Source: an optimization exercise on an open RTL-to-GDS flow (aim: small area, a short achievable clock period and few clock cycles). Production flows keep margins and buffers that such runs may drop.
Only simulation tests tie the RTL to the original design; equivalence was not proved.

<file path="flow/config.mk">
export PLATFORM = sky130hd
export DESIGN_NAME = csc_codec
export DESIGN_NICKNAME = csc_codec
export VERILOG_FILES = /design/flow/design.v
export SDC_FILE = /design/flow/constraint.sdc
export NUM_CORES = 4
export LEC_CHECK = 0
export CAP_MARGIN = 20
export CORE_MARGIN = 2
export CORE_UTILIZATION = 40
export SLEW_MARGIN = 20
</file>
<file path="flow/design.v">
module csc_codec (
    input  wire        clk,
    input  wire        rst,
    input  wire        req_valid,
    output wire        req_ready,
    input  wire        req_op,         
    input  wire        req_pol,        
    input  wire [3:0]  req_len,        
    input  wire [63:0] req_pay,        
    input  wire [63:0] req_val,        
    input  wire [5:0]  sig_start,
    input  wire [5:0]  sig_len_m1,     
    input  wire        sig_be,         
    input  wire        sig_signed,
    input  wire [15:0] sig_scale,      
    input  wire [31:0] sig_offset,     
    input  wire [63:0] sig_min,        
    input  wire [63:0] sig_max,        
    output reg         rsp_valid,
    output reg  [3:0]  rsp_st,
    output wire [95:0] rsp_v,
    output reg         rsp_oor,
    output reg  [63:0] rsp_pay,
    output reg         rsp_clamped,
    output reg         rsp_rovf
);
    localparam [3:0] ST_OK = 4'd0, ST_SHORT = 4'd2, ST_RANGE = 4'd3,
                     ST_INVALID = 4'd4, ST_BADLEN = 4'd8;
    function [63:0] byterev(input [63:0] x);
        integer k;
        begin
            for (k = 0; k < 8; k = k + 1)
                byterev[8*k +: 8] = x[8*(7-k) +: 8];
        end
    endfunction
    function [6:0] bitlen64(input [63:0] x);
        reg [5:0] r;
        begin
            r = 6'd0;
            if (x[63:32] != 0) begin r[5] = 1'b1; x = {32'd0, x[63:32]}; end
            if (x[31:16] != 0) begin r[4] = 1'b1; x = {48'd0, x[31:16]}; end
            if (x[15:8]  != 0) begin r[3] = 1'b1; x = {56'd0, x[15:8]};  end
            if (x[7:4]   != 0) begin r[2] = 1'b1; x = {60'd0, x[7:4]};   end
            if (x[3:2]   != 0) begin r[1] = 1'b1; x = {62'd0, x[3:2]};   end
            if (x[1])          r[0] = 1'b1;
            bitlen64 = (x[1:0] == 2'd0) ? 7'd0 : {1'b0, r} + 7'd1;
        end
    endfunction
    function [4:0] bitlen16(input [15:0] x);
        reg [3:0] r;
        begin
            r = 4'd0;
            if (x[15:8] != 0) begin r[3] = 1'b1; x = {8'd0, x[15:8]};  end
            if (x[7:4]  != 0) begin r[2] = 1'b1; x = {12'd0, x[7:4]};  end
            if (x[3:2]  != 0) begin r[1] = 1'b1; x = {14'd0, x[3:2]};  end
            if (x[1])         r[0] = 1'b1;
            bitlen16 = (x[1:0] == 2'd0) ? 5'd0 : {1'b0, r} + 5'd1;
        end
    endfunction
    function [33:0] bmul(input [16:0] a, input [15:0] s, input [31:0] off);
        reg [33:0] acc;
        reg [17:0] mag, pp;
        reg        one, two, neg, lo;
        integer k;
        begin
            acc = {2'b00, ~off[31], off[30:0]};
            for (k = 0; k < 8; k = k + 1) begin
                lo  = (k == 0) ? 1'b0 : s[2*k-1];
                one = s[2*k] ^ lo;
                two = (s[2*k+1] & ~s[2*k] & ~lo) | (~s[2*k+1] & s[2*k] & lo);
                neg = s[2*k+1];
                mag = one ? {a[16], a} : (two ? {a, 1'b0} : 18'd0);
                pp  = mag ^ {18{neg}};
                acc = acc + ({16'd0, ~pp[17], pp[16:0]} << (2*k)) + ({33'd0, neg} << (2*k));
            end
            bmul = acc - 34'h080000000 - 34'h0AAAA0000;
        end
    endfunction
    function [17:0] r4step(input [15:0] r, input [1:0] c, input [16:0] d, input [17:0] d3);
        reg [17:0] t;
        reg [18:0] s1, s2, s3;
        begin
            t  = {r, c};
            s1 = {1'b0, t} - {2'b00, d};
            s2 = {1'b0, t} - {1'b0, d, 1'b0};
            s3 = {1'b0, t} - {1'b0, d3};
            if (!s3[18])      r4step = {s3[15:0], 2'd3};
            else if (!s2[18]) r4step = {s2[15:0], 2'd2};
            else if (!s1[18]) r4step = {s1[15:0], 2'd1};
            else              r4step = {t[15:0], 2'd0};
        end
    endfunction
    reg        a_v, b_v, c_v;
    reg        rdy;               
    reg  [4:0] c_cnt;             
    reg        c_z;               
    wire       c_last = c_v && c_z;
    wire       c_take = !c_v || c_z;
    wire       b_take = !b_v || c_take;
    assign req_ready = rdy;
    reg        a_op, a_pol;
    reg [3:0]  a_len;
    reg [63:0] a_pay, a_val;
    reg [5:0]  a_start, a_lm1;
    reg        a_be, a_sgn;
    reg [15:0] a_scale;
    reg [31:0] a_off;
    reg [63:0] a_min, a_max;
    always @(posedge clk) begin
        if (rdy) begin
            a_op    <= req_op;
            a_pol   <= req_pol;
            a_len   <= req_len;
            a_pay   <= req_pay;
            a_val   <= req_val;
            a_start <= sig_start;
            a_lm1   <= sig_len_m1;
            a_be    <= sig_be;
            a_sgn   <= sig_signed;
            a_scale <= sig_scale;
            a_off   <= sig_offset;
            a_min   <= sig_min;
            a_max   <= sig_max;
        end
    end
    wire [6:0]  a_n    = {1'b0, a_lm1} + 7'd1;
    wire [6:0]  a_fend = {1'b0, a_start} + a_n;
    wire [3:0]  a_need = (a_fend + 7'd7) >> 3;
    wire signed [63:0] a_smin = a_min;
    wire signed [63:0] a_smax = a_max;
    wire signed [63:0] a_sval = a_val;
    wire a_ok   = (a_fend <= 7'd64) && (a_scale != 16'd0) && !(a_smin > a_smax);
    wire [63:0] a_src  = a_be ? byterev(a_pay) : a_pay;
    wire [5:0]  a_sh   = a_be ? (6'd0 - a_fend[5:0]) : a_start;
    wire [63:0] a_mask = {64{1'b1}} >> (6'd63 - a_lm1);
    wire [63:0] a_u    = (a_src >> a_sh) & a_mask;
    wire [5:0]  a_tpos = a_be ? {a_start[5:3], ~a_start[2:0]} : (a_fend[5:0] - 6'd1);
    wire        a_top  = a_pay[a_tpos];
    wire        a_neg  = a_sgn && a_top;
    wire [64:0] a_raw  = a_neg ? {1'b1, a_u | ~a_mask} : {1'b0, a_u};
    wire [1:0]  a_tm1  = (&a_raw[64:16] || ~|a_raw[64:16]) ? 2'd0 :
                         (&a_raw[64:32] || ~|a_raw[64:32]) ? 2'd1 :
                         (&a_raw[64:48] || ~|a_raw[64:48]) ? 2'd2 : 2'd3;
    reg  [3:0]  a_dec_st;
    always @(*) begin
        if (!a_ok)                a_dec_st = ST_INVALID;
        else if (a_len > 4'd8)    a_dec_st = ST_BADLEN;
        else if (a_len < a_need)  a_dec_st = ST_SHORT;
        else                      a_dec_st = ST_OK;
    end
    wire a_lo  = a_sval < a_smin;
    wire a_hi  = a_sval > a_smax;
    wire a_out = a_lo || a_hi;
    wire [3:0]  a_enc_st = !a_ok ? ST_INVALID : (a_pol && a_out) ? ST_RANGE : ST_OK;
    wire signed [31:0] a_soff = a_off;
    wire signed [64:0] a_nv = a_sval - a_soff;
    wire signed [64:0] a_nm = a_smin - a_soff;
    wire signed [64:0] a_nx = a_smax - a_soff;
    wire signed [64:0] a_num = a_lo ? a_nm : (a_hi ? a_nx : a_nv);
    wire        a_nneg = a_num[64];
    wire [63:0] a_a1   = a_num[63:0] ^ {64{a_nneg}};    
    wire [6:0]  a_bla  = bitlen64(a_a1) + {6'd0, a_nneg};  
    reg        b_op;
    reg [3:0]  b_st;
    reg [64:0] b_x;       
    reg [1:0]  b_tm1;     
    reg [15:0] b_scale;
    reg [31:0] b_off;     
    reg [63:0] b_min;     
    reg [63:0] b_max;     
    always @(posedge clk) begin
        if (b_take) begin
            b_op    <= a_op;
            b_st    <= a_op ? a_enc_st : a_dec_st;
            b_x     <= a_op ? {a_nneg, a_a1} : a_raw;
            b_tm1   <= a_tm1;
            b_scale <= a_scale;
            b_off   <= a_op ? {10'd0, a_bla, a_out, a_sgn, a_be, a_lm1, a_start} : a_off;
            b_min   <= a_op ? a_pay : a_min;
            b_max   <= a_max;
        end
    end
    reg        c_op;
    reg [3:0]  c_st;
    reg [63:0] c_acc;     
    reg [33:0] c_prod;    
    reg [47:0] c_lo;      
    reg [15:0] c_scale;   
    reg [31:0] c_off;     
    reg [63:0] c_min;     
    reg [63:0] c_max;     
    wire [1:0]  c_k    = c_cnt[1:0] - 2'd1;         
    reg  [16:0] m_a;
    always @(*) begin
        if (c_take) begin
            case (b_tm1)
                2'd0: m_a = b_x[16:0];
                2'd1: m_a = b_x[32:16];
                2'd2: m_a = b_x[48:32];
                default: m_a = b_x[64:48];
            endcase
        end else begin
            case (c_k)
                2'd0: m_a = {1'b0, c_lo[15:0]};
                2'd1: m_a = {1'b0, c_lo[31:16]};
                default: m_a = {1'b0, c_lo[47:32]};
            endcase
        end
    end
    wire [15:0] m_s    = c_take ? b_scale : c_scale;
    wire        m_last = c_take ? (b_tm1 == 2'd0) : (c_cnt == 5'd1);
    wire [31:0] m_off  = m_last ? (c_take ? b_off : c_off) : 32'd0;
    wire [33:0] m_p    = bmul(m_a, m_s, m_off);
    wire [63:0] m_acc  = {c_acc[47:0], 16'd0} + {{30{c_prod[33]}}, c_prod};
    wire        e_nneg = b_x[64];
    wire [63:0] e_a1   = b_x[63:0];
    wire [6:0]  e_bla  = b_off[21:15];
    wire        e_sneg = b_scale[15];
    wire [15:0] e_d    = e_sneg ? (16'd0 - b_scale) : b_scale;
    wire        e_rneg = e_nneg ^ e_sneg;
    wire [17:0] e_k    = {16'd0, e_nneg, 1'b0} + (e_rneg ? (18'd0 - {2'b00, e_d}) : {2'b00, e_d});
    wire [65:0] e_m    = {1'b0, e_a1, 1'b0} + {{48{e_k[17]}}, e_k};
    wire        e_mneg = e_m[65];
    wire        e_d1   = (e_d == 16'd1);
    wire [4:0]  e_bld  = bitlen16(e_d);
    wire [7:0]  e_span = {1'b0, e_bla} + 8'd2 - {3'd0, e_bld};    
    wire        e_j0   = e_d1 || e_mneg || ({1'b0, e_bla} + 8'd1 < {3'd0, e_bld});
    wire [4:0]  e_jc   = e_span[6:2] + {4'd0, |e_span[1:0]};
    wire [4:0]  e_j    = e_j0 ? 5'd0 : (e_jc > 5'd16 ? 5'd16 : e_jc);
    wire [143:0] e_mx  = {14'd0, e_m[64:0], 65'd0} >> {e_j, 2'b00};
    wire [15:0] e_r0   = e_mx[80:65];
    wire [63:0] e_x0   = e_mneg ? 64'd0 : (e_d1 ? e_m[64:1] : e_mx[64:1]);
    wire        e_rn0  = e_rneg && !e_mneg;
    wire [16:0] e_dd   = {e_d, 1'b0};                  
    wire [17:0] e_dd3  = {1'b0, e_dd} + {e_d, 2'b00};  
    wire [15:0] v_r   = c_prod[15:0];
    wire [63:0] v_x   = c_acc;
    wire [16:0] v_d   = c_lo[16:0];
    wire [17:0] v_d3  = c_lo[34:17];
    wire [17:0] v_s1  = r4step(v_r, v_x[63:62], v_d, v_d3);
    wire [17:0] v_s2  = r4step(v_s1[17:2], v_x[61:60], v_d, v_d3);
    wire [4:0] c_cnt_n = c_take ? ((b_st != ST_OK) ? 5'd0 : (b_op ? e_j : {3'd0, b_tm1}))
                                : c_cnt - 5'd1;
    always @(posedge clk) begin
        if (c_take) begin
            c_op <= b_op;
            c_st <= b_st;
            if (!b_op) begin
                c_acc   <= 64'd0;
                c_prod  <= m_p;
                c_lo    <= b_x[47:0];
                c_scale <= b_scale;
                c_off   <= b_off;
                c_min   <= b_min;
                c_max   <= b_max;
            end else begin
                c_acc   <= e_x0;
                c_prod  <= {17'd0, e_rn0, e_r0};
                c_lo    <= {13'd0, e_dd3, e_dd};
                c_off   <= b_off;
                c_min   <= b_min;
            end
        end else if (!c_op) begin
            c_acc  <= m_acc;
            c_prod <= m_p;
        end else begin
            c_acc  <= {v_x[59:0], v_s1[1:0], v_s2[1:0]};
            c_prod <= {c_prod[33:16], v_s2[17:2]};
        end
    end
    wire a_v_n  = rdy ? req_valid : a_v;
    wire b_v_n  = b_take ? a_v : b_v;
    wire c_v_n  = c_take ? b_v : c_v;
    wire c_z_n  = (c_cnt_n == 5'd0);
    wire rdy_n  = !a_v_n || !b_v_n || !c_v_n || c_z_n;
    always @(posedge clk) begin
        if (rst) begin
            a_v   <= 1'b0;
            b_v   <= 1'b0;
            c_v   <= 1'b0;
            c_cnt <= 5'd0;
            c_z   <= 1'b1;
            rdy   <= 1'b1;
        end else begin
            a_v   <= a_v_n;
            b_v   <= b_v_n;
            c_v   <= c_v_n;
            c_cnt <= c_cnt_n;
            c_z   <= c_z_n;
            rdy   <= rdy_n;
        end
    end
    wire [80:0] d_v   = {c_acc[63], c_acc, 16'd0} + {{47{c_prod[33]}}, c_prod};
    wire        d_oor = ($signed(d_v) < $signed(c_min)) || ($signed(d_v) > $signed(c_max));
    wire [5:0]  f_start = c_off[5:0];
    wire [5:0]  f_lm1   = c_off[11:6];
    wire        f_be    = c_off[12];
    wire        f_sgn   = c_off[13];
    wire        f_cl    = c_off[14];
    wire        f_rneg  = c_prod[16];
    wire [63:0] f_x     = c_acc;
    wire [63:0] f_r     = f_x ^ {64{f_rneg}};
    wire [6:0]  f_fend  = {1'b0, f_start} + {1'b0, f_lm1} + 7'd1;
    wire [5:0]  f_sh    = f_be ? (6'd0 - f_fend[5:0]) : f_start;
    wire [63:0] f_sv    = f_r << f_sh;
    wire [63:0] f_val   = f_be ? byterev(f_sv) : f_sv;
    reg  [63:0] f_fm, f_gt, f_ge, f_pay;
    integer b;
    always @(*) begin
        for (b = 0; b < 64; b = b + 1) begin
            f_fm[b]  = f_be ? (({1'b0, f_start} <= (8*(b/8) + 7 - b%8)) && ((8*(b/8) + 7 - b%8) < f_fend))
                            : (({1'b0, f_start} <= b) && (b < f_fend));
            f_gt[b]  = (b > f_lm1);
            f_ge[b]  = (b >= f_lm1);
            f_pay[b] = f_fm[b] ? f_val[b] : c_min[b];
        end
    end
    wire        f_fits  = f_sgn ? ~|(f_x & f_ge) : (!f_rneg && ~|(f_x & f_gt));
    reg  [80:0] rsp_v81;
    assign rsp_v = {{15{rsp_v81[80]}}, rsp_v81};
    wire c_ok = (c_st == ST_OK);
    always @(posedge clk) begin
        if (rst) rsp_valid <= 1'b0;
        else     rsp_valid <= c_last;
        rsp_st      <= c_st;
        rsp_v81     <= (c_ok && !c_op) ? d_v : 81'd0;
        rsp_oor     <= c_ok && !c_op && d_oor;
        rsp_pay     <= (c_ok && c_op) ? f_pay : 64'd0;
        rsp_clamped <= c_ok && c_op && f_cl;
        rsp_rovf    <= c_ok && c_op && !f_fits;
    end
endmodule
</file>
<file path="flow/run.sh">
#!/bin/bash
# synth_recipe.tcl (not shown) runs the flow's synth.tcl, then flattens the netlist and writes it again
# the make line also repeats each setting of config.mk as NAME=value (left out here)
make -C /OpenROAD-flow-scripts/flow DESIGN_CONFIG=/design/flow/config.mk WORK_HOME=/design/flow/orfs CLKGATE_MAP_FILE= SYNTH_SCRIPT=/design/flow/synth_recipe.tcl finish
</file>
<file path="flow/constraint.sdc">
create_clock -name core_clock -period 20.0 [get_ports {clk}]
set_input_delay 4.0000 -clock core_clock [delete_from_list [all_inputs] [get_ports {clk}]]
set_output_delay 4.0000 -clock core_clock [all_outputs]
set_load 0.01 [all_outputs]
</file>
==> results of run 1 <==
[metal layers]
metal  track usage, %  vias to the layer above  share of wire [%]
li1                 -                    41230                  -
met1             55.3                    46132                 41
met2             59.5                     5699                 41
met3             10.3                     1105                 11
met4             21.7                       20                6.5
met5                0                        -              0.027
[cells by family (layout without fill, tap and decap cells)]
group / Yosys count / after routing
AOI/OAI and AO/OA: 3423 / 3423
and+or+nand+nor: 3142 / 3142
buffers and inverters: 1314 / 1690
DFF: 1062 / 1062
adders and majority gates: 964 / 964
muxes: 699 / 699
xor gates and xnor gates: 460 / 460
other: 0 / 17
[area by class of cell]
type,count,share of cell area [%]
Antenna cell,17,0.0393
Sequential cell,1062,26.9
Multi-Input combinational cell,8688,56.5
Tap cell,3150,3.64
Clock buffer,148,3.03
Timing Repair Buffer,796,6.67
Clock inverter,82,0.875
Inverter,664,2.31
[placed cells by master (no fill, tap or decap), types with 63 or more instances in the layout]
cell,synthesis,routed
a211oi_1,182,181
a21o_1,260,260
a21oi_1,898,882
a221oi_1,64,64
a22oi_1,101,101
a31oi_1,115,114
and2_1,117,118
and3_1,84,84
buf_4,18,299
clkbuf_16,0,128
clkdlybuf4s50_1,0,495
dfxtp_1,275,271
edfxtp_1,787,787
fa_1,133,133
ha_1,829,829
inv_1,656,656
mux2_2,78,78
mux2i_1,591,573
nand2_1,1149,1147
nand2b_1,122,121
nand3_1,200,200
nand4_1,142,142
nor2_1,805,802
nor2b_1,145,143
nor3_1,163,162
o211ai_1,101,101
o21ai_0,915,906
o21bai_1,66,65
o221ai_1,91,91
o22ai_1,135,135
o31ai_1,65,63
xnor2_1,318,313
xor2_1,139,139
[worst max-delay path: cells and delay by family (launching register included)]
family                   cells  cell delay [ns]
multiplexers                 2             0.36
adder cells (fa/ha/maj)      4             1.19
XOR/XNOR                     2             0.34
AND/OR/NAND/NOR              9             2.09
AO/OA/AOI/OAI               24             6.89
flip-flops                   1             0.41
buffers and inverters        7             2.71
[per-stage QoR]
step           setup WS (ns)  hold WS (ns)
6_report                5.63         0.417
5_1_grt                 4.90         0.423
4_1_cts                 5.82         0.397
3_5_place_dp            5.87         0.399
3_3_place_gp            5.84         0.403
2_1_floorplan           8.50         0.348
[worst paths after layout]
kind,to,cells past startpoint,from
worst max-delay path,b_off[19],48,a_max[1]
worst min-delay path,c_max[59],0,b_max[59]
worst max register to register,b_off[19],48,a_max[1]
worst min register to register,c_max[59],0,b_max[59]
==> summary.txt, run 1 <==
Final layout
  • Max FFs per register: slightly above 80
  • Post-Layout Inst Area: between 100000 and 150000 um^2
  • Multi-input logic area: 61300 um^2
  • P&R area growth vs syn: 14.2%
  • # nets final: 12622
  • Post-Layout Cell Count: 14607
  • Filler cell count: roughly 23000
  • Register area: around 29000 um^2
  • Share of cells above drive strength 1: 6.76%
  • Most flop-heavy register: rsp_v81
  • Fin util: 46.0%
  • Biggest regs: rsp_v81 x81, b_x x65

Drt
  • Via/cell ratio: 6.45
  • Residual DRC: 0
  • Routed WL: a little over 500000 um
  • DRT Pass-1 Iters: 9
  • Drt wl/cell: ~35 um
  • DR iter-0 viols: roughly 14000
  • Antenna violation net count after detailed routing: 0
  • Via count: approximately 94000

GRT
  • Initial antenna violation count: 56
  • First-pass GRT wire length: 700000 um
  • GRT Resource Usage Total: 40.8%
  • Largest net degree at the start of global routing: 150
  • Grt ovf: 0
  • Vias in the first global route: just under 90000

Timing
  • Measured slew at the worst slew-check pin: 1.35 ns
  • Final hold vios: 0
  • Worst Clk Skew: between 0.1 and 0.15 ns
  • Final Setup Violations: 0
  • Slew HR: 8.89%
  • Fin crit share: ~72%
  • Slew Viols, Final: 0
  • Final Critical Period: ~14 ns
  • Peak Freq: around 70 MHz
  • RSZ-0062 raised after global routing: false
  • Setup TNS: 0 ns

Floorplanning
  • Die area: around 240000 um^2
  • Die Y: about 490 um
  • Top Ports: slightly below 500
  • Initial Util: about two fifths
  • Std-Cell Rows: approximately 180
  • Core footprint: ~240000 um^2
  • Die Wd: ~490 um

Logic synthesis
  • Count of different cell masters after synthesis: ~110
  • Xor and xnor fraction of the mapped netlist area: 4.28%
  • Synth Area in Adders: 13.8%
  • Post-synth EDFFs: just under 800
  • Synth Flop Type: edfxtp_1
  • #FFs+latches synth: ~1100
  • Share of synthesized flip-flops with an asynchronous set or reset: 0%
  • Avg Inst Size Synth: around 8.6 um^2
  • Post-synthesis mux area share: under 10%
  • Post-Syn Area: 94900 um^2
  • Main combinational cell family by area after synthesis: compound AO/OA/AOI/OAI gates
  • Leading area contributor after synthesis: edfxtp_1
  • Yosys top cell area share: about a quarter
  • Post-Syn Instances: ~11000
  • Post-synth top cells: 1149 x nand2_1, 915 x o21ai_0, 898 x a21oi_1
  • Top-count cell post-synth: nand2_1
  • Syn_nets: roughly 12000
  • Synthesis Warnings: 1
  • Top post-synthesis cells by area: edfxtp_1 25%, ha_1 11%, mux2i_1 6.2%
  • Synth Area in Compound Gates: 22.8%
  • Seq/Total Area, Yosys: 30.7%
  • Synth Area in Simple Gates: 15.3%

Clocking
  • CTS Buf Count: 121
  • CTS tree: yes
  • Hold-fix buffers at CTS: 0
  • Clock sink count: 1062
  • CTS max path bufs: 3
  • CTS H-Tree Depth: 3
  • CTS resizes: 0
  • Skew-Pair Late Insertion Delay: a little under 0.9 ns
  • Post-CTS Setup Inserts: 0
  • CTS root buf: clkbuf_16
  • Clk slew on worst S/H paths: around 0.06 ns

Setup path
  • Critical path data required time: about 21 ns
  • CP Launch Type: flop
  • R2r setup slk: ~5.6 ns
  • CP arrival: 14.96 ns
  • CP Max Fanout: between 50 and 60
  • Crit Path Class: reg -> reg
  • Max stage delay on crit path: between 0.9 and 1 ns
  • Max stage delay cell, worst path: a41oi_4
  • Critical path's most frequent cell: a21oi_1
  • Worst Setup End Kind: flop

Min path
  • Worst hold path type: reg -> reg

Place
  • Placed cell count: about 14000
  • I/O Buffers: approximately 500
  • Dpl cell area: 104000 um^2
  • Final HPWL DP: around 420000 um
  • Final Wtd Congestion: 1.04

Run
  • Number of max-cap violations: 0

Run status
  • Outcome: finished clean
Testbench counts, summed over its fixed seeds: cycles 14,012.
==> run 2: changes to the inputs <==
--- a/flow/design.v
+++ b/flow/design.v
@@ -98,4 +98,5 @@
     wire       c_take = !c_v || c_z;
     wire       b_take = !b_v || c_take;
+    wire       a_take = !a_v || b_take;   
     assign req_ready = rdy;
     reg        a_op, a_pol;
@@ -108,5 +109,5 @@
     reg [63:0] a_min, a_max;
     always @(posedge clk) begin
-        if (rdy) begin
+        if (a_take) begin
             a_op    <= req_op;
             a_pol   <= req_pol;
@@ -160,10 +161,17 @@
     wire        a_nneg = a_num[64];
     wire [63:0] a_a1   = a_num[63:0] ^ {64{a_nneg}};    
-    wire [6:0]  a_bla  = bitlen64(a_a1) + {6'd0, a_nneg};  
+    wire [6:0]  a_blv  = bitlen64(a_nv[64:1] ^ a_nv[63:0]);
+    wire [6:0]  a_blm  = bitlen64(a_nm[64:1] ^ a_nm[63:0]);
+    wire [6:0]  a_blx  = bitlen64(a_nx[64:1] ^ a_nx[63:0]);
+    wire [6:0]  a_blz  = a_lo ? a_blm : (a_hi ? a_blx : a_blv);
+    wire        a_sneg = a_scale[15];
+    wire [15:0] a_d    = a_sneg ? (16'd0 - a_scale) : a_scale;
+    wire [16:0] a_nd   = a_sneg ? {1'b1, a_scale} : (17'd0 - {1'b0, a_scale});    
+    wire [4:0]  a_bld  = bitlen16(a_d);
     reg        b_op;
     reg [3:0]  b_st;
     reg [64:0] b_x;       
     reg [1:0]  b_tm1;     
-    reg [15:0] b_scale;
+    reg [15:0] b_scale;   
     reg [31:0] b_off;     
     reg [63:0] b_min;     
@@ -175,8 +183,8 @@
             b_x     <= a_op ? {a_nneg, a_a1} : a_raw;
             b_tm1   <= a_tm1;
-            b_scale <= a_scale;
-            b_off   <= a_op ? {10'd0, a_bla, a_out, a_sgn, a_be, a_lm1, a_start} : a_off;
+            b_scale <= a_op ? a_d : a_scale;
+            b_off   <= a_op ? {4'd0, a_blz, a_bld, a_sneg, a_out, a_sgn, a_be, a_lm1, a_start} : a_off;
             b_min   <= a_op ? a_pay : a_min;
-            b_max   <= a_max;
+            b_max   <= a_op ? {47'd0, a_nd} : a_max;
         end
     end
@@ -191,7 +199,8 @@
     reg [63:0] c_max;     
     wire [1:0]  c_k    = c_cnt[1:0] - 2'd1;         
+    reg         m_sel;                              
     reg  [16:0] m_a;
     always @(*) begin
-        if (c_take) begin
+        if (m_sel) begin
             case (b_tm1)
                 2'd0: m_a = b_x[16:0];
@@ -208,22 +217,26 @@
         end
     end
-    wire [15:0] m_s    = c_take ? b_scale : c_scale;
-    wire        m_last = c_take ? (b_tm1 == 2'd0) : (c_cnt == 5'd1);
-    wire [31:0] m_off  = m_last ? (c_take ? b_off : c_off) : 32'd0;
+    wire [15:0] m_s    = m_sel ? b_scale : c_scale;
+    wire        m_last = m_sel ? (b_tm1 == 2'd0) : (c_cnt == 5'd1);
+    wire [31:0] m_off  = m_last ? (m_sel ? b_off : c_off) : 32'd0;
     wire [33:0] m_p    = bmul(m_a, m_s, m_off);
     wire [63:0] m_acc  = {c_acc[47:0], 16'd0} + {{30{c_prod[33]}}, c_prod};
     wire        e_nneg = b_x[64];
     wire [63:0] e_a1   = b_x[63:0];
-    wire [6:0]  e_bla  = b_off[21:15];
-    wire        e_sneg = b_scale[15];
-    wire [15:0] e_d    = e_sneg ? (16'd0 - b_scale) : b_scale;
+    wire [6:0]  e_blz  = b_off[27:21];                     
+    wire        e_sneg = b_off[15];
+    wire [15:0] e_d    = b_scale;
+    wire [16:0] e_nd   = b_max[16:0];
+    wire [4:0]  e_bld  = b_off[20:16];
     wire        e_rneg = e_nneg ^ e_sneg;
-    wire [17:0] e_k    = {16'd0, e_nneg, 1'b0} + (e_rneg ? (18'd0 - {2'b00, e_d}) : {2'b00, e_d});
-    wire [65:0] e_m    = {1'b0, e_a1, 1'b0} + {{48{e_k[17]}}, e_k};
-    wire        e_mneg = e_m[65];
+    wire [17:0] e_kd   = e_rneg ? {e_nd[16], e_nd} : {2'b00, e_d};
+    wire [64:0] e_mh   = {1'b0, e_a1} + {{48{e_kd[17]}}, e_kd[17:1]} + {64'd0, e_nneg};
+    wire [65:0] e_m    = {e_mh, e_kd[0]};
+    wire        e_mneg = e_rneg && (e_a1[63:16] == 48'd0) &&
+                         ({1'b0, e_a1[15:0], 1'b0} + {16'd0, e_nneg, 1'b0} < {2'b00, e_d});
     wire        e_d1   = (e_d == 16'd1);
-    wire [4:0]  e_bld  = bitlen16(e_d);
-    wire [7:0]  e_span = {1'b0, e_bla} + 8'd2 - {3'd0, e_bld};    
-    wire        e_j0   = e_d1 || e_mneg || ({1'b0, e_bla} + 8'd1 < {3'd0, e_bld});
+    wire [7:0]  e_bla  = {1'b0, e_blz} + {7'd0, e_nneg};   
+    wire [7:0]  e_span = e_bla + 8'd2 - {3'd0, e_bld};    
+    wire        e_j0   = e_d1 || e_mneg || (e_bla + 8'd1 < {3'd0, e_bld});
     wire [4:0]  e_jc   = e_span[6:2] + {4'd0, |e_span[1:0]};
     wire [4:0]  e_j    = e_j0 ? 5'd0 : (e_jc > 5'd16 ? 5'd16 : e_jc);
@@ -274,4 +287,5 @@
     wire c_z_n  = (c_cnt_n == 5'd0);
     wire rdy_n  = !a_v_n || !b_v_n || !c_v_n || c_z_n;
+    wire m_sel_n = (!c_v_n || c_z_n) && b_v_n;
     always @(posedge clk) begin
         if (rst) begin
@@ -282,4 +296,5 @@
             c_z   <= 1'b1;
             rdy   <= 1'b1;
+            m_sel <= 1'b0;
         end else begin
             a_v   <= a_v_n;
@@ -289,4 +304,5 @@
             c_z   <= c_z_n;
             rdy   <= rdy_n;
+            m_sel <= m_sel_n;
         end
     end
==> summary.txt, run 2 <==
Logic synthesis
  • #FFs+latches synth: 1063 (+0.094%)
  • Top-count cell post-synth: nand2_1
  • Share of synthesized flip-flops with an asynchronous set or reset: 0% (unchanged)
  • Count of different cell masters after synthesis: 131 (+18%)
  • Synthesis Warnings: 1 (unchanged)
  • Post-synth top cells: 1061 x nand2_1, 1051 x nor2_1, 1039 x a21oi_1
  • Leading area contributor after synthesis: edfxtp_1
  • Yosys top cell area share: 23.1% (-1.8 points)
  • Seq/Total Area, Yosys: 27.7% (-3.1 points)
  • Synth Flop Type: edfxtp_1
  • Top post-synthesis cells by area: edfxtp_1 23%, ha_1 11%, mux2i_1 6.2%
  • Post-Syn Area: 107000 um^2 (+12%)
  • Post-Syn Instances: 12482 (+13%)
  • Syn_nets: 13908 (+13%)
  • Avg Inst Size Synth: 8.54 um^2 (-0.43%)
  • Post-synth EDFFs: 819 (+4.1%)

Clocking
  • Clock sink count: 1063 (+0.094%)
  • Skew-Pair Late Insertion Delay: 0.84 ns (-0.05 ns)
  • CTS root buf: clkbuf_16
  • CTS Buf Count: 119 (-1.7%)
  • Clk slew on worst S/H paths: 0.07 ns (about the same)
  • CTS resizes: 0 (unchanged)
  • CTS tree: yes
  • Hold-fix buffers at CTS: 0 (unchanged)
  • CTS H-Tree Depth: 3 (unchanged)
  • Post-CTS Setup Inserts: 0 (unchanged)
  • CTS max path bufs: 3 (unchanged)

Timing
  • Setup TNS: 0 ns (unchanged)
  • RSZ-0062 raised after global routing: false
  • Final Setup Violations: 0 (unchanged)
  • Measured slew at the worst slew-check pin: 1.26 ns (-0.0902 ns)
  • Peak Freq: 106 MHz (+52%)
  • Final Critical Period: 9.48 ns (-4.89 ns)
  • Worst Clk Skew: 0.0643 ns (-0.0738 ns)
  • Slew HR: 15.0% (+6.1 points)
  • Final hold vios: 0 (unchanged)
  • Hold WS: 0.379 ns (-0.0377 ns)
  • Fin crit share: 47.4% (-24 points)
  • Slew Viols, Final: 0 (unchanged)

Run status
  • Outcome: finished clean

Drt
  • Antenna violation net count after detailed routing: 0 (unchanged)
  • WL met3: 56400 um (+2.1%)
  • Max layer used: met5
  • Met2 WL: 227000 um (+6.6%)
  • Via/cell ratio: 6.42 (-0.49%)
  • DR iter-0 viols: 15192 (+8.4%)
  • Drt wl/cell: 32.8 um (-6.5%)
  • Via count: 105136 (+12%)
  • DRT met1 WL: 209000 um (-1.1%)
  • Residual DRC: 0 (unchanged)
  • Routed WL: 537000 um (+4.8%)
  • DRT Pass-1 Iters: 7 (-2)

Floorplanning
  • Die Wd: 520 um (+5.9%)
  • Top Ports: 496 (unchanged)
  • Std-Cell Rows: 189 (+6.2%)
  • Initial Util: 40.2% (-0.062 points)
  • Die Y: 520 um (+5.9%)
  • Die area: 271000 um^2 (+12%)
  • Core footprint: 265000 um^2 (+13%)

Final layout
  • Biggest regs: rsp_v81 x81, b_x x65
  • Filler cell count: 26145 (+13%)
  • # nets final: 14164 (+12%)
  • Share of cells above drive strength 1: 6.78% (+0.026 points)
  • Fin util: 45.4% (-0.56 points)
  • Most frequent cells in the layout: 1058 x nand2_1, 1046 x nor2_1, 1034 x a21oi_1
  • P&R area growth vs syn: 13.0%
  • Most common cell after layout, fill and taps aside: nand2_1
  • Most flop-heavy register: rsp_v81
  • Max FFs per register: 81 (unchanged)

Setup path
  • CP arrival: 10.03 ns (-4.93 ns)
  • CP Launch Type: flop
  • CP Max Fanout: 56 (+7.7%)
  • Max stage delay cell, worst path: buf_4
  • Worst Setup End Kind: flop
  • Cells on worst reg2reg path: 31 (-35%)
  • Crit Reg-Reg Endpoint: c_prod[31]
  • Crit Path Class: reg -> reg
  • Crit path from: m_sel
  • Critical path's top delay family: compound AO/OA/AOI/OAI gates
  • RR Startpoint: m_sel
  • R2r setup slk: 10.52 ns (+4.89 ns)
  • Worst path bufs/invs: 2 (-5)
  • Max stage delay on crit path: 0.69 ns (-0.23 ns)
  • Critical path data required time: 20.55 ns (-0.05 ns)

GRT
  • Initial antenna violation count: 51 (-8.9%)
  • Vias in the first global route: 96939 (+11%)
  • GRT Resource Usage Total: 38.2% (-2.7 points)
  • First-pass GRT wire length: 741000 um (+5.8%)
  • Grt ovf: 0 (unchanged)
  • Largest net degree at the start of global routing: 199 (+33%)

Run
  • Number of max-cap violations: 0 (unchanged)

Place
  • I/O Buffers: 495 (unchanged)
  • Final HPWL DP: 435000 um (+4.7%)
  • Final Wtd Congestion: 1.09 (+4.9%)

Min path
  • Worst hold path type: reg -> reg
  • Hold path cells: 0 (unchanged)
  • Hold Path Sink: c_max[50]
  • Hold Startpoint: b_max[50]
-- run 2: changes by cell type after synthesis, sizes merged, moves of 42 or more --
| cell | previous run | this run |
|---|---|---|
| o22ai | 135 | 182 |
| nor3 | 164 | 255 |
| xnor2 | 319 | 526 |
| xor2 | 139 | 311 |
| nand2 | 1149 | 1063 |
| mux2i | 591 | 661 |
| o21ai | 942 | 869 |
| and3 | 84 | 126 |
| nand4 | 143 | 187 |
| ha | 829 | 963 |
| nor2 | 805 | 1053 |
| a21oi | 898 | 1047 |
-- run 2: worst max-delay path by stage --
| stage | slack (ns) | cells after the start | end |
|---|---|---|---|
| finish | 10.52 | 31 | c_prod[31] |
| global route | 9.69 | 32 | c_prod[32] |
| global placement | 10.62 | 31 | c_prod[31] |
| floorplan | 8.69 | 4 | a_be |
| detailed placement | 10.55 | 30 | c_prod[32] |
| CTS | 10.57 | 32 | c_prod[32] |
-- run 2: layer usage --
layer  GRT usage (%)  up-vias
li1                -    46590
met1            48.8    50479
met2            57.0     6584
met3            8.65     1455
met4            26.3       28
met5               0        -
-- run 2: area by class of cell --
cell class | count | area [um^2] | share of cell area (%)
timing repair buffer | 782 | 7190 | 5.97
clock buffer | 147 | 3240 | 2.69
tap | 3533 | 4420 | 3.67
antenna | 13 | 32.5 | 0.0270
sequential | 1063 | 29500 | 24.5
inverter | 695 | 2620 | 2.17
multi-input combinational | 10077 | 72500 | 60.2
clock inverter | 76 | 968 | 0.804
-- run 2: cells by family after synthesis --
kind of cell | synth area share [%]
adders and majority gates | 14.0
muxes | 8.32
DFF | 27.7
AOI/OAI and AO/OA | 22.2
xor gates and xnor gates | 6.92
and+or+nand+nor | 16.0
buffers and inverters | 4.84
-- run 2: through the flow --
stage | area (um^2) | setup slack, ns | cells
finish | 120000 | 10.52 | 16386
global route | 120000 | 9.69 | 16374
CTS | 120000 | 10.57 | 16368
detailed placement | 116000 | 10.55 | 16145
global placement | 116000 | 10.62 | 16145
floorplan | 107000 | 8.69 | 12482
Testbench counts of run 2, summed over its fixed seeds: cycles 14,012.
==> run 3: changes to the inputs <==
--- a/flow/design.v
+++ b/flow/design.v
@@ -161,8 +161,4 @@
     wire        a_nneg = a_num[64];
     wire [63:0] a_a1   = a_num[63:0] ^ {64{a_nneg}};    
-    wire [6:0]  a_blv  = bitlen64(a_nv[64:1] ^ a_nv[63:0]);
-    wire [6:0]  a_blm  = bitlen64(a_nm[64:1] ^ a_nm[63:0]);
-    wire [6:0]  a_blx  = bitlen64(a_nx[64:1] ^ a_nx[63:0]);
-    wire [6:0]  a_blz  = a_lo ? a_blm : (a_hi ? a_blx : a_blv);
     wire        a_sneg = a_scale[15];
     wire [15:0] a_d    = a_sneg ? (16'd0 - a_scale) : a_scale;
@@ -184,5 +180,5 @@
             b_tm1   <= a_tm1;
             b_scale <= a_op ? a_d : a_scale;
-            b_off   <= a_op ? {4'd0, a_blz, a_bld, a_sneg, a_out, a_sgn, a_be, a_lm1, a_start} : a_off;
+            b_off   <= a_op ? {11'd0, a_bld, a_sneg, a_out, a_sgn, a_be, a_lm1, a_start} : a_off;
             b_min   <= a_op ? a_pay : a_min;
             b_max   <= a_op ? {47'd0, a_nd} : a_max;
@@ -200,4 +196,5 @@
     wire [1:0]  c_k    = c_cnt[1:0] - 2'd1;         
     reg         m_sel;                              
+    reg         m_sel2;                             
     reg  [16:0] m_a;
     always @(*) begin
@@ -217,12 +214,12 @@
         end
     end
-    wire [15:0] m_s    = m_sel ? b_scale : c_scale;
-    wire        m_last = m_sel ? (b_tm1 == 2'd0) : (c_cnt == 5'd1);
-    wire [31:0] m_off  = m_last ? (m_sel ? b_off : c_off) : 32'd0;
+    wire [15:0] m_s    = m_sel2 ? b_scale : c_scale;
+    wire        m_last = m_sel2 ? (b_tm1 == 2'd0) : (c_cnt == 5'd1);
+    wire [31:0] m_off  = m_last ? (m_sel2 ? b_off : c_off) : 32'd0;
     wire [33:0] m_p    = bmul(m_a, m_s, m_off);
     wire [63:0] m_acc  = {c_acc[47:0], 16'd0} + {{30{c_prod[33]}}, c_prod};
     wire        e_nneg = b_x[64];
     wire [63:0] e_a1   = b_x[63:0];
-    wire [6:0]  e_blz  = b_off[27:21];                     
+    wire [6:0]  e_blz  = bitlen64(e_a1);                   
     wire        e_sneg = b_off[15];
     wire [15:0] e_d    = b_scale;
@@ -288,4 +285,5 @@
     wire rdy_n  = !a_v_n || !b_v_n || !c_v_n || c_z_n;
     wire m_sel_n = (!c_v_n || c_z_n) && b_v_n;
+    wire m_sel2_n = !c_v_n || c_z_n;
     always @(posedge clk) begin
         if (rst) begin
@@ -297,4 +295,5 @@
             rdy   <= 1'b1;
             m_sel <= 1'b0;
+            m_sel2 <= 1'b1;
         end else begin
             a_v   <= a_v_n;
@@ -305,4 +304,5 @@
             rdy   <= rdy_n;
             m_sel <= m_sel_n;
+            m_sel2 <= m_sel2_n;
         end
     end
==> flow/flow/run.sh (new file) <==
#!/bin/bash
# Layout flow: the standard ORFS layout (standard.sh, all stages), with two
# changes to how the layout is made:
#  - synthesis maps adders with ABC instead of pre-extracting full/half-adder
#    cells (ADDER_MAP_FILE empty), so ABC can restructure arithmetic for delay;
#  - the timing repair steps aim for more setup slack than the default.
# The clock period, SDC constraints, floorplan, power grid, tap cells, CTS and
# routing are the standard ones; registers are those of the standard synthesis.
set -euo pipefail
bash standard.sh ADDER_MAP_FILE= SETUP_SLACK_MARGIN=12.5 finish > run_standard.log 2>&1
==> flow/standard.sh (new file) <==
#!/bin/bash
# synth_recipe.tcl (not shown) runs the flow's synth.tcl, then flattens the netlist and writes it again
# the make line also repeats each setting of config.mk as NAME=value (left out here)
make -C /OpenROAD-flow-scripts/flow DESIGN_CONFIG=/design/flow/config.mk WORK_HOME=/design/flow/orfs CLKGATE_MAP_FILE= SYNTH_SCRIPT=/design/flow/synth_recipe.tcl "${@:-finish}"
removed: flow/run.sh
==> summary.txt, run 3 <==
Clocking
  • CTS root buf: clkbuf_16
  • Skew-Pair Late Insertion Delay: 0.84 ns (about the same)
  • CTS max path bufs: 3 (unchanged)
  • Clock sink count: 1064 (+0.094%)
  • Hold-fix buffers at CTS: 0 (unchanged)
  • Clk slew on worst S/H paths: 0.07 ns (about the same)
  • CTS Buf Count: 116 (-2.5%)
  • CTS tree: yes
  • CTS H-Tree Depth: 3 (unchanged)

Logic synthesis
  • Top post-synthesis cells by area: edfxtp_1 27%, xnor2_1 7.8%, mux2i_1 7.2%
  • Post-synth top cells: 1097 x nor2_1, 1054 x nand2_1, 819 x edfxtp_1
  • #FFs+latches synth: 1064 (+0.094%)
  • Count of different cell masters after synthesis: 124 (-5.3%)
  • Share of synthesized flip-flops with an asynchronous set or reset: 0% (unchanged)
  • Syn_nets: 11137 (-20%)
  • Avg Inst Size Synth: 8.50 um^2 (-0.50%)
  • Yosys top cell area share: 26.8% (+3.7 points)
  • Post-Syn Instances: 10810 (-13%)
  • Seq/Total Area, Yosys: 32.1% (+4.5 points)
  • Leading area contributor after synthesis: edfxtp_1
  • Synth Flop Type: edfxtp_1
  • Synthesis Warnings: 1 (unchanged)
  • Post-Syn Area: 91900 um^2 (-14%)
  • Post-synth EDFFs: 819 (unchanged)
  • Top-count cell post-synth: nor2_1

Drt
  • Antenna violation net count after detailed routing: 0 (unchanged)
  • Via count: 94650 (-10%)
  • Residual DRC: 0 (unchanged)
  • Drt wl/cell: 35.2 um (+7.3%)
  • DRT Pass-1 Iters: 8 (+1)
  • Routed WL: 510000 um (-5.2%)
  • DR iter-0 viols: 14435 (-5.0%)
  • Via/cell ratio: 6.54 (+1.9%)

GRT
  • First-pass GRT wire length: 690000 um (-6.9%)
  • Vias in the first global route: 86718 (-11%)
  • Largest net degree at the start of global routing: 145 (-27%)
  • GRT Resource Usage Total: 41.3% (+3.2 points)
  • Grt ovf: 0 (unchanged)
  • Initial antenna violation count: 91 (+78%)

Timing
  • Final hold vios: 0 (unchanged)
  • RSZ-0062 raised after global routing: true
  • Worst Clk Skew: 0.0691 ns (+0.00476 ns)
  • Measured slew at the worst slew-check pin: 1.37 ns (+0.111 ns)
  • Slew Viols, Final: 0 (unchanged)
  • Peak Freq: 133 MHz (+26%)
  • Slew HR: 7.83% (-7.1 points)
  • Final Critical Period: 7.55 ns (-1.93 ns)
  • Final Setup Violations: 0 (unchanged)
  • Setup TNS: 0 ns (unchanged)
  • Fin crit share: 37.7% (-9.6 points)

Floorplanning
  • Die Y: 483 um (-7.1%)
  • Die area: 233000 um^2 (-14%)
  • Std-Cell Rows: 175 (-7.4%)
  • Initial Util: 40.3% (+0.087 points)
  • Die Wd: 483 um (-7.1%)
  • Core footprint: 228000 um^2 (-14%)
  • Top Ports: 496 (unchanged)

Min path
  • Worst hold path type: reg -> reg

Final layout
  • Max FFs per register: 81 (unchanged)
  • # nets final: 11657 (-18%)
  • Filler cell count: 21724 (-17%)
  • P&R area growth vs syn: 21.4%
  • Most flop-heavy register: rsp_v81
  • Share of cells above drive strength 1: 15.7% (+8.9 points)
  • Biggest regs: rsp_v81 x81, b_x x65
  • Most frequent cells in the layout: 1066 x nor2_1, 1033 x nand2_1, 819 x edfxtp_1
  • Post-Layout Cell Count: 14477 (-12%)
  • Post-Layout Inst Area: 112000 um^2 (-7.4%)
  • Most common cell after layout, fill and taps aside: nor2_1
  • Fin util: 48.9% (+3.5 points)

Setup path
  • Crit Reg-Reg Endpoint: c_prod[4]
  • CP Max Fanout: 7 (-88%)
  • Worst Setup End Kind: flop
  • Cells on worst reg2reg path: 26 (-16%)
  • R2r setup slk: 12.45 ns (+1.93 ns)
  • RR Startpoint: c_lo[1]
  • Crit path from: c_lo[1]
  • CP Launch Type: flop
  • Crit Path Class: reg -> reg
  • Critical path data required time: 20.68 ns (+0.13 ns)
  • Last element of the critical path: c_prod[4]
  • CP arrival: 8.22 ns (-1.81 ns)

Place
  • Dpl cell area: 100000 um^2 (-14%)
  • Final HPWL DP: 388000 um (-11%)
  • I/O Buffers: 495 (unchanged)
  • Placed cell count: 13835 (-14%)
  • Final Wtd Congestion: 1.10 (+1.1%)

Run
  • Number of max-cap violations: 0 (unchanged)

Run status
  • Outcome: finished clean
-- run 3: cell types whose count changed after synthesis, moves of 64 or more --
cell	previous run	this run
a21o_1	287	50
o21ai_0	834	711
inv_1	685	315
maj3_1	17	271
ha_1	963	0
clkbuf_1	509	579
nand4_1	186	85
a21oi_1	1039	639
and3_1	126	62
xnor2_1	526	817
o21bai_1	101	13
o22ai_1	182	251
fa_1	136	0
-- run 3: worst min-delay path by stage --
stage | start | to | slack, ns | cells after the start
6_report | c_st[3] | rsp_st[3] | 0.39 | 0
3_5_place_dp | c_st[3] | rsp_st[3] | 0.38 | 0
3_3_place_gp | c_st[3] | rsp_st[3] | 0.39 | 0
2_1_floorplan | c_st[1] | rsp_st[1] | 0.35 | 0
5_1_grt | b_min[4] | c_min[4] | 0.41 | 0
4_1_cts | c_st[3] | rsp_st[3] | 0.39 | 0
-- run 3: worst max-delay path, cell delays in order, from the launching register on --
cell and delay, ns:
edfxtp_1 0.60, buf_4 0.24, maj3_2 0.32, maj3_2 0.35
maj3_2 0.40, a21boi_4 0.33, buf_4 0.17, o31ai_1 0.08
o21a_1 0.25, mux2_4 0.36, o31ai_4 0.32, a211oi_2 0.14
a211oi_2 0.29, o41a_1 0.28, o41ai_4 0.10, o21ai_2 0.19
maj3_2 0.26, a21oi_4 0.07, maj3_2 0.34, maj3_2 0.33
maj3_2 0.31, maj3_2 0.34, maj3_4 0.44, or3_4 0.35
o211ai_1 0.15, xnor2_2 0.27, a21oi_1 0.11
-- run 3: stage by stage --
stage	setup WS (ns)	hold slack, ns
5_1_grt	12.37	0.409
3_5_place_dp	10.31	0.378
2_1_floorplan	12.68	0.348
4_1_cts	12.47	0.393
3_3_place_gp	10.26	0.385
6_report	12.45	0.392
-- run 3: layout make-up --
cell class              count  area (um^2)  area share [%]
multi-input cells        8633        61800            55.4
flip-flops and latches   1064        29500            26.5
repair buffers           1190        11100            9.95
well taps                3009         3760            3.38
clock buffers             141         3080            2.76
inverters                 325         1240            1.11
clock inverters            75          928           0.833
diodes                     40          100          0.0898
-- run 3: logic make-up (layout without fill, tap and decap cells) --
family / count (synthesis) / count (layout) / synth area share [%]
and+or+nand+nor: 3451 / 3459 / 17.3
xor gates and xnor gates: 1192 / 1192 / 12.2
buffers and inverters: 1130 / 1731 / 4.90
DFF: 1064 / 1064 / 32.1
AOI/OAI and AO/OA: 2833 / 2836 / 19.8
muxes: 853 / 857 / 10.5
adders and majority gates: 287 / 289 / 3.15
other: 0 / 40 / 0
-- run 3: what timing repair did --
item / 4_1_cts / 5_1_grt
cloned: 23 / 13
gates resized for setup: 374 / 404
buffers inserted: 179 / 171
pin swaps: 79 / 175
setup endpoints to repair: 166 / 156
-- run 3: metal layers --
metal | wire length (um) | share of wire (%) | track usage, % | up-vias
met5 | 376 | 0.074 | 0 | -
met4 | 38500 | 7.6 | 25.5 | 30
met3 | 58700 | 12 | 11.1 | 1367
li1 | - | - | - | 40674
met2 | 209000 | 41 | 59.6 | 6337
met1 | 203000 | 40 | 54.9 | 46242
Testbench counts of run 3, summed over its fixed seeds: cycles 14,012.
==> run 4: changes to the inputs <==
--- a/flow/design.v
+++ b/flow/design.v
@@ -233,6 +233,7 @@
                          ({1'b0, e_a1[15:0], 1'b0} + {16'd0, e_nneg, 1'b0} < {2'b00, e_d});
     wire        e_d1   = (e_d == 16'd1);
-    wire [7:0]  e_bla  = {1'b0, e_blz} + {7'd0, e_nneg};   
-    wire [7:0]  e_span = e_bla + 8'd2 - {3'd0, e_bld};    
+    wire        e_a1m  = &(~e_a1[63:1] | e_a1[62:0]);
+    wire [7:0]  e_bla  = {1'b0, e_blz} + {7'd0, e_nneg && e_a1m};   
+    wire [7:0]  e_span = e_bla + (e_rneg ? 8'd1 : 8'd2) - {3'd0, e_bld};    
     wire        e_j0   = e_d1 || e_mneg || (e_bla + 8'd1 < {3'd0, e_bld});
     wire [4:0]  e_jc   = e_span[6:2] + {4'd0, |e_span[1:0]};
--- a/flow/config.mk
+++ b/flow/config.mk
@@ -6,6 +6,6 @@
 export NUM_CORES = 4
 export LEC_CHECK = 0
-export CAP_MARGIN = 20
+export CAP_MARGIN = 30
 export CORE_MARGIN = 2
 export CORE_UTILIZATION = 40
-export SLEW_MARGIN = 20
+export SLEW_MARGIN = 30
==> summary.txt, run 4 <==
Logic synthesis
  • Top-count cell post-synth: nand2_1
  • Synth Flop Type: edfxtp_1
  • Post-Syn Area: 92900 um^2 (+1.1%)
  • Synthesis Warnings: 1 (unchanged)
  • Syn_nets: 11120 (-0.15%)
  • Share of synthesized flip-flops with an asynchronous set or reset: 0% (unchanged)
  • Yosys top cell area share: 26.5% (-0.29 points)
  • Post-Syn Instances: 10793 (-0.16%)
  • Avg Inst Size Synth: 8.61 um^2 (+1.3%)
  • Post-synth top cells: 1055 x nand2_1, 1019 x nor2_1, 819 x edfxtp_1
  • Seq/Total Area, Yosys: 31.8% (-0.35 points)
  • Top post-synthesis cells by area: edfxtp_1 26%, xnor2_1 7.2%, mux2i_1 6.7%
  • Post-synth EDFFs: 819 (unchanged)
  • Leading area contributor after synthesis: edfxtp_1
  • #FFs+latches synth: 1064 (unchanged)
  • Count of different cell masters after synthesis: 138 (+11%)

Timing
  • Final Critical Period: 7.61 ns (+0.0611 ns)
  • Worst Clk Skew: 0.0799 ns (+0.0108 ns)
  • Slew HR: 19.6% (+12 points)
  • RSZ-0062 raised after global routing: true
  • Measured slew at the worst slew-check pin: 1.19 ns (-0.180 ns)
  • Slew Viols, Final: 0 (unchanged)
  • Peak Freq: 131 MHz (-0.80%)
  • Final hold vios: 0 (unchanged)
  • Setup TNS: 0 ns (unchanged)
  • Fin crit share: 38.0% (+0.31 points)
  • Hold WS: 0.393 ns (+0.000471 ns)
  • Final Setup Violations: 0 (unchanged)

GRT
  • Vias in the first global route: 86760 (+0.048%)
  • First-pass GRT wire length: 669000 um (-2.9%)
  • Grt ovf: 0 (unchanged)
  • Largest net degree at the start of global routing: 186 (+28%)
  • Initial antenna violation count: 59 (-35%)
  • GRT Resource Usage Total: 39.4% (-2.0 points)

Floorplanning
  • Core footprint: 230000 um^2 (+1.1%)
  • Top Ports: 496 (unchanged)
  • Initial Util: 40.3% (about the same)
  • Die area: 236000 um^2 (+1.1%)
  • Die Y: 486 um (+0.55%)
  • Std-Cell Rows: 176 (+0.57%)
  • Die Wd: 486 um (+0.55%)

Drt
  • DR iter-0 viols: 12353 (-14%)
  • Antenna violation net count after detailed routing: 0 (unchanged)
  • Residual DRC: 0 (unchanged)
  • Drt wl/cell: 33.9 um (-3.7%)
  • Routed WL: 488000 um (-4.3%)
  • Via/cell ratio: 6.53 (-0.16%)
  • Via count: 93844 (-0.85%)
  • DRT Pass-1 Iters: 10 (+2)

Final layout
  • P&R area growth vs syn: 19.1%
  • Multi-input logic area: 61900 um^2 (+0.16%)
  • # nets final: 11545 (-0.96%)
  • Register area: 29500 um^2 (about the same)
  • Post-Layout Cell Count: 14377 (-0.69%)
  • Biggest regs: rsp_v81 x81, b_x x65
  • Most flop-heavy register: rsp_v81
  • Share of cells above drive strength 1: 14.2% (-1.5 points)
  • Most frequent cells in the layout: 1037 x nand2_1, 990 x nor2_1, 819 x edfxtp_1
  • Filler cell count: 22055 (+1.5%)
  • Max FFs per register: 81 (unchanged)
  • Most common cell after layout, fill and taps aside: nand2_1

Setup path
  • Last element of the critical path: c_prod[8]
  • Critical path data required time: 20.73 ns (+0.05 ns)
  • Crit Path Class: reg -> reg
  • Crit path from: b_x[52]
  • CP arrival: 8.34 ns (+0.12 ns)
  • Cells on worst reg2reg path: 22 (-15%)
  • RR Startpoint: b_x[52]
  • R2r setup slk: 12.39 ns (-0.06 ns)
  • CP Launch Type: flop
  • Worst Setup End Kind: flop
  • Crit Reg-Reg Endpoint: c_prod[8]
  • CP Max Fanout: 32 (+25)

Min path
  • Worst hold path type: reg -> reg

Place
  • I/O Buffers: 495 (unchanged)
  • Final HPWL DP: 374000 um (-3.5%)
  • Placed cell count: 13793 (-0.30%)
  • Final Wtd Congestion: 1.11 (+0.82%)

Clocking
  • CTS max path bufs: 3 (unchanged)
  • CTS H-Tree Depth: 3 (unchanged)
  • CTS root buf: clkbuf_16
  • Skew-Pair Late Insertion Delay: 0.85 ns (about the same)
  • CTS Buf Count: 119 (+2.6%)
  • Hold-fix buffers at CTS: 0 (unchanged)
  • Clock sink count: 1064 (unchanged)
  • Clk slew on worst S/H paths: 0.06 ns (about the same)
  • CTS tree: yes

Run status
  • Outcome: finished clean

Run
  • Number of max-cap violations: 0 (unchanged)
## run 4: changes by cell type after synthesis, sizes merged, moves of 42 or more
cell	change
inv	-61
o21ai	-60
a21oi	+70
maj3	+42
xor2	+74
xnor2	-42
nor2	-68
clkbuf	-45
## run 4: worst max-delay path, cell delays in order, from the launching register on
cell and delay (ns):
edfxtp_1 0.64, nor4_2 0.41, and4_1 0.32, and3_1 0.22, buf_8 0.24, nor2_1 0.12, a221oi_2 0.48, o21a_1 0.24
a41oi_1 0.19, or3_1 0.39, a211oi_4 0.38, o211ai_1 0.18, o2bb2a_1 0.33, o32a_1 0.19, nand2_2 0.18, nand2_1 0.12
xor2_2 0.53, and3_1 0.24, buf_4 0.42, nand2_1 0.73, nor3_2 0.66, a221oi_1 0.11, nand3_1 0.13
## run 4: area by class of cell
| cell class | count | area share, % |
|---|---|---|
| Antenna cell | 27 | 0.0611 |
| Clock buffer | 146 | 2.90 |
| Clock inverter | 81 | 0.725 |
| Inverter | 270 | 0.936 |
| Multi-Input combinational cell | 8679 | 55.9 |
| Sequential cell | 1064 | 26.7 |
| Tap cell | 3026 | 3.42 |
| Timing Repair Buffer | 1084 | 9.33 |
## run 4: cell families after synthesis
group                    share of synthesized area, %
AO/OA/AOI/OAI                                    20.0
XOR/XNOR                                         12.3
adder cells (fa/ha/maj)                          3.58
buffers and inverters                            4.72
flip-flops                                       31.8
multiplexers                                     10.4
AND/OR/NAND/NOR                                  17.2
## run 4: what timing repair did
action | 4_1_cts | 5_1_grt
resized for setup | 252 | 249
setup endpoints to repair | 164 | 157
endpoints found under the hold margin | 0 | 0
buffers inserted | 105 | 203
pin swaps | 54 | 78
cloned | 13 | 6
## run 4: worst min path at each step
stage	start	end	slack, ns	cells after the start
global route	c_st[0]	rsp_st[0]	0.42	0
floorplan	c_st[1]	rsp_st[1]	0.35	0
global placement	c_st[1]	rsp_st[1]	0.38	0
finish	c_st[3]	rsp_st[3]	0.39	0
detailed placement	c_st[3]	rsp_st[3]	0.38	0
CTS	b_max[60]	c_max[60]	0.39	0
## run 4: routing by layer
metal	GRT usage [%]	part of all wire [%]	vias to the layer above	wire length, um
met2	58.8	42	6278	204000
met1	50.2	38	45475	187000
met3	9.53	11	1532	52800
li1	-	-	40525	-
met4	26.9	8.7	34	42600
met5	0	0.059	-	286
## run 4: metrics by stage
step           area [um^2]  utilization (%)  setup WS [ns]
6_report            111000             48.0          12.39
5_1_grt             111000             48.0          12.32
4_1_cts             107000             46.6          12.50
3_5_place_dp        101000             43.7          10.22
3_3_place_gp        101000             43.7          10.24
2_1_floorplan        92900                -          12.62
Testbench counts of run 4, summed over its fixed seeds: cycles 13,770.
==> run 5: changes to the inputs <==
==> flow/flow/run.sh (replaced) <==
#!/bin/bash
# Layout flow: the standard ORFS layout (standard.sh, all stages), with two
# changes to how the layout is made:
#  - the timing repair steps (floorplan, CTS, global route) aim for more setup
#    slack than the default, which sizes and buffers the critical paths.
# The clock period, SDC constraints, floorplan, power grid, tap cells, CTS and
# routing are the standard ones; registers are those of the standard synthesis.
set -euo pipefail
bash standard.sh ADDER_MAP_FILE= SETUP_SLACK_MARGIN=14 finish > run_standard.log 2>&1
--- a/flow/config.mk
+++ b/flow/config.mk
@@ -6,6 +6,7 @@
 export NUM_CORES = 4
 export LEC_CHECK = 0
-export CAP_MARGIN = 30
+export ABC_AREA = 1
+export CAP_MARGIN = 20
 export CORE_MARGIN = 2
-export CORE_UTILIZATION = 40
-export SLEW_MARGIN = 30
+export CORE_UTILIZATION = 55
+export SLEW_MARGIN = 20
==> summary.txt, run 5 <==
Run status
  • Outcome: stopped before the end
  • Fail Step: 5_1_grt
  • Error msg: [ERROR GRT-0232] Routing congestion too high. Check the congestion heatmap in the GUI.

Logic synthesis
  • Top-count cell post-synth: nand2_1
  • Synth Flop Type: edfxtp_1
  • Top post-synthesis cells by area: edfxtp_1 25%, nand2_1 17%, o21ai_0 8.3%
  • Xor and xnor fraction of the mapped netlist area: 5.37% (-7.0 points)
  • Syn_nets: 16156 (+45%)
  • Post-synth top cells: 4458 x nand2_1, 2057 x inv_1, 1934 x nor2_1
  • #FFs+latches synth: 1064 (unchanged)
  • Leading area contributor after synthesis: edfxtp_1
  • Post-Syn Instances: 15829 (+47%)
  • Yosys top cell area share: 25.0% (-1.4 points)
  • Seq/Total Area, Yosys: 30.0% (-1.7 points)
  • Post-Syn Area: 98200 um^2 (+5.8%)
  • Share of synthesized flip-flops with an asynchronous set or reset: 0% (unchanged)
  • Synth Area in Compound Gates: 18.3% (-1.8 points)
  • Synth Area in Adders: 0.173% (-3.4 points)
  • Post-synth EDFFs: 819 (unchanged)
  • Post-synthesis mux area share: 0.810% (-9.6 points)
  • Avg Inst Size Synth: 6.21 um^2 (-28%)
  • Main combinational cell family by area after synthesis: simple AND/OR/NAND/NOR gates
  • Synth Area in Simple Gates: 34.6% (+17 points)
  • Synthesis Warnings: 1 (unchanged)
  • Count of different cell masters after synthesis: 83 (-40%)

Clocking
  • CTS H-Tree Depth: 3 (unchanged)
  • Clock sink count: 1064 (unchanged)
  • CTS root buf: clkbuf_16
  • CTS Buf Count: 116 (-2.5%)
  • Hold-fix buffers at CTS: 0 (unchanged)
  • CTS max path bufs: 3 (unchanged)

Floorplanning
  • Top Ports: 496 (unchanged)
  • Std-Cell Rows: 155 (-12%)
  • Initial Util: 55.2% (+15 points)
  • Die Y: 427 um (-12%)
  • Die Wd: 427 um (-12%)

Place
  • Dpl cell area: 105000 um^2 (+4.0%)
  • Final Wtd Congestion: 1.27 (+14%)
  • I/O Buffers: 495 (unchanged)
  • Final HPWL DP: 404000 um (+7.9%)
  • Placed cell count: 18198 (+32%)

GRT
  • Grt ovf: 1
  • Largest net degree at the start of global routing: roughly 200
  • GRT Resource Usage Total: between 50% and 60%
[run 5: changes by cell type after synthesis, moves of 154 or more]
cell / before / now
nand2_1: 1055 / 4458
inv_1: 247 / 2057
o21ai_0: 693 / 1620
nor2_1: 1019 / 1934
nand3_1: 229 / 1063
xnor2_1: 768 / 139
mux2i_1: 626 / 48
maj3_1: 305 / 17
or2_2: 43 / 218
a21oi_1: 702 / 548
[run 5: routing by layer]
metal | GRT overflow | GRT usage [%]
met4 | 0 | 51.0
met3 | 0 | 29.8
met1 | 0 | 63.6
met5 | 0 | 7.57
met2 | 1 | 78.0
[run 5: kinds of logic after synthesis]
kind of cell / count (synthesis)
mux: 76
simple gates: 8182
buf+inv: 2736
compound gates: 3152
flops: 1064
xor+xnor: 602
fa+ha+maj: 17
[run 5: how the worst max path moves through the flow]
stage	startpoint	end	slack, ns
after floorplan	c_v	b_max[0]	14.14
after detailed placement	a_max[15]	b_x[33]	12.26
after CTS	b_scale[7]	c_prod[28]	13.98
after global placement	a_max[63]	b_x[33]	12.47
[run 5: what timing repair did]
| item | in CTS |
|---|---|
| cloned | 32 |
| gates resized for setup | 398 |
| pin swaps | 57 |
| endpoints found under the setup margin | 218 |
| setup buffers | 144 |
[run 5: metrics by stage]
stage | hold WS (ns) | setup slack (ns)
2_1_floorplan | 0.348 | 14.14
3_3_place_gp | 0.366 | 12.47
3_5_place_dp | 0.362 | 12.26
4_1_cts | 0.393 | 13.98

## separate check: timing with driven ports
In the flow no input, the clock included, has a driving cell. The finished layouts below were timed again as built, in two steps. Step 1 assumes that a clkbuf_16 drives the clock port and a buf_2 every other input. Step 2 also shifts input and output timing later by t, the mid clock arrival at the registers, as if the neighbouring blocks saw the same clock. a / b / c = ideal / step 1 / step 2; a / b = the first two.
run	shift t [ns]	setup slack, ns	worst register clock-pin slew, ns	pins driven straight from the clock port
run 1	0.939	5.633 / 5.633 / 5.633	0.08 / 0.08	1
run 2	0.924	10.525 / 10.525 / 10.525	0.08 / 0.08	1
run 3	0.910	12.453 / 12.453 / 12.453	0.07 / 0.07	1
run 4	0.908	12.392 / 12.392 / 12.392	0.08 / 0.08	1
After both steps every run listed still meets setup and hold.
